Background: an optimization exercise with open tools, aiming at small area, a short achievable clock period and few clock cycles. Do not read the settings as production practice. Where RTL was checked, it was by simulation tests only, not by an equivalence proof against the original. No activity file was given, so power comes from the tool's default toggle rates.

== v22 ==
Design xbee_core, start of the top module:
module xbee_core (
    input  wire         clk,
    input  wire         rst,
    input  wire         transport_ok,
    input  wire         ctl_valid,
    input  wire [1:0]   ctl_op,
    input  wire         rx_valid,
    input  wire [7:0]   rx_data,
    output wire         rx_ready,
    output wire         tx_valid,
    output wire [7:0]   tx_data,
    input  wire         tx_ready,
    input  wire         cmd_valid,
    input  wire [127:0] cmd_hdr,
    output wire         cmd_ready,
    input  wire         cmd_dvalid,
    input  wire [7:0]   cmd_data,
    output wire         cmd_dready,
    output wire         resp_valid,
    output wire [35:0]  resp,
    input  wire         resp_ready,
    output wire         evt_valid,
    output wire [209:0] evt_hdr,
    input  wire         evt_ready,
    output wire         evt_dvalid,
    output wire [7:0]   evt_data,
    input  wire         evt_dready,
    output wire [31:0]  status
);
    localparam REG_CAP = 16;
    reg run;
    always @(posedge clk) begin
        if (rst)
            run <= 1'b0;
        else if (ctl_valid && ctl_op == 2'd1 && transport_ok)
            run <= 1'b1;
        else if (ctl_valid && ctl_op == 2'd2)
            run <= 1'b0;
    end
    wire [6:0]           rt_v;
    wire [55:0]          rt_hid;
    wire [7:0]           reg_count;
    wire                 errh_valid;
    wire [7:0]           errh_hid;
    wire [7:0]           fid;
    wire                 tx_push;
    wire [7:0]           tx_byte;
    wire                 txq_full;
    wire                 txq_full_nx;
    wire                 txq_empty;
    xbee_cmd #(.REG_CAP(REG_CAP)) u_cmd (
        .clk        (clk),
        .rst        (rst),
        .cmd_valid  (cmd_valid),
        .cmd_hdr    (cmd_hdr),
        .cmd_ready  (cmd_ready),
        .cmd_dvalid (cmd_dvalid),
        .cmd_data   (cmd_data),
        .cmd_dready (cmd_dready),
        .resp_valid (resp_valid),
        .resp       (resp),
        .resp_ready (resp_ready),
        .tx_push    (tx_push),
        .tx_byte    (tx_byte),
        .tx_full    (txq_full),
        .tx_full_nx (txq_full_nx),
        .rt_v       (rt_v),
        .rt_hid     (rt_hid),
  ...
Size in the first run: ~1400 flip-flops, ~460 I/O pins.
export LEC_CHECK = 0
export CAP_MARGIN = 20
export CORE_MARGIN = 2
export CORE_UTILIZATION = 45
export CTS_BUF_LIST = sky130_fd_sc_hd__clkbuf_16
export CTS_CLUSTER_DIAMETER = 80
export CTS_CLUSTER_SIZE = 22
export PLACE_DENSITY = 0.65
export SETUP_SLACK_MARGIN = 4.6
export SLEW_MARGIN = 20
create_clock -name core_clock -period 8.0 [get_ports {clk}]
standard.sh (not shown) runs the stock make flow with config.mk's settings and CLKGATE_MAP_FILE= SYNTH_SCRIPT=/design/flow/synth_recipe.tcl, a recipe that flattens the netlist after the stock synthesis.
==> flow/flow/run.sh <==
#!/bin/bash
# The standard layout (standard.sh), with plain buf_1 cells as the
# input and output port buffers instead of the flow's default pick.
set -euo pipefail
export BUFFER_PORTS_ARGS="-buffer_cell sky130_fd_sc_hd__buf_1"
bash standard.sh > standard_make.log 2>&1
Testbench counts of v22, summed over its fixed seeds: cycles 21,071.
Inputs modified between v22 and v16:
--- a/flow/design.v
+++ b/flow/design.v
@@ -18,29 +18,37 @@
     reg        ov;
     reg [7:0]  oreg;
     reg        full_r;
     wire          sne   = (wr != rd);
     wire          load  = sne && (!ov || pop);
     wire [AW:0]   wr_n  = wr + {{AW{1'b0}}, push};
     wire [AW:0]   rd_n  = rd + {{AW{1'b0}}, load};
     wire [AW:0]   cnt_n = wr_n - rd_n;
     assign full_nx = cnt_n[AW];
     assign full    = full_r;
     assign empty   = !ov;
     assign dout    = oreg;
+    wire [DEPTH-1:0] rsel = {{(DEPTH-1){1'b0}}, 1'b1} << rd[AW-1:0];
+    reg  [7:0]       rdata;
+    integer ri;
+    always @* begin
+        rdata = 8'd0;
+        for (ri = 0; ri < DEPTH; ri = ri + 1)
+            rdata = rdata | (mem[ri] & {8{rsel[ri]}});
+    end
     always @(posedge clk) begin
         if (push)
             mem[wr[AW-1:0]] <= din;
         if (load)
-            oreg <= mem[rd[AW-1:0]];
+            oreg <= rdata;
     end
     always @(posedge clk) begin
         if (rst) begin
             wr     <= 0;
             rd     <= 0;
             ov     <= 1'b0;
             full_r <= 1'b0;
         end else begin
             wr     <= wr_n;
             rd     <= rd_n;
             ov     <= load || (ov && !pop);
             full_r <= full_nx;
@@ -386,25 +394,32 @@
     wire push = rx_valid && rx_ready;
     wire [7:0] b = rx_data;
     reg       sv;
     reg [7:0] sd;
     reg [5:0] swp;
     always @(posedge clk) begin
         sv  <= push;
         sd  <= b;
         swp <= wp[5:0];
         if (sv)
             mem[swp] <= sd;
     end
-    wire [7:0] rdata = mem[ra[5:0]];
+    wire [63:0] rsel = 64'd1 << ra[5:0];
+    reg  [7:0]  rdata;
+    integer ri;
+    always @* begin
+        rdata = 8'd0;
+        for (ri = 0; ri < 64; ri = ri + 1)
+            rdata = rdata | (mem[ri] & {8{rsel[ri]}});
+    end
     localparam [2:0] P_SEEK = 3'd0, P_LHI = 3'd1, P_LLO = 3'd2, P_TYPE = 3'd3,
                      P_BODY = 3'd4, P_CHK = 3'd5, P_STALL = 3'd6;
     reg [2:0] ps;
     reg [6:0] psync;      
     reg       lhi_nz;     
     reg [5:0] plen;       
     reg [7:0] ptype;
     reg [7:0] psum;
     reg [5:0] pcnt;       
     reg [1:0] pbad;       
     reg [4:0] pmin;
     reg [2:0] pend8;      
==> comparison <==
- Cmp v16 vs v22: period utilization higher in v16
- Comparing v16 against v22, there is no change at all in number of failing setup endpoints in the final timing report.
- Looking at part of the total power dissipated in combinational logic, v16 sits 4.9 points above v22.
- v16 against v22: count of non-filler cells in the finished layout has increased, relative contribution of the clock network to total power went down 2.5 points, worst max-slew margin expressed relative to the limit decreased 12 points, sequential share of layout area has remained practically unchanged.
- [v16] wire length the detailed router placed on met1 rose 13% relative to v22
- Compared to v22, v16 was floorplanned on a smaller die.
- Diff v22 -> v16: largest fanout of any net on the critical path +38, simple-gate area share of the yosys netlist up 3.4 points, slack of the critical path went down.
For v16, only the layout was checked, not whether the RTL still works.

-- port drivers added, routing unchanged --
In the flow no input, the clock included, has a driving cell. The finished layouts below were timed again as built, in two steps.
Step 1: set_driving_cell puts a clkbuf_16 on clk and a buf_2 on each other input, an assumption about the parent block.
Step 2 moves the port delays by t, midway between the first and last clock arrival at a register: inputs arrive t later, outputs are due t later. That takes back most of the time a late clock gives input paths.
Three values: ideal, step 1, step 2; two values: the first two.
run	t (ns)	slack for setup (ns)	slew at the worst register clock pin (ns)	worst data-port slew with drivers (ns)
v22	0.764	4.564 / 4.517 / 3.842	0.09 / 0.09	0.19
v16	0.760	4.533 / 4.533 / 3.786	0.10 / 0.10	0.16
After both steps setup and hold are still met in every run listed. The setup slack of v16, which loses most, moves by 0.000 ns with the drivers and by -0.747 ns with both steps.
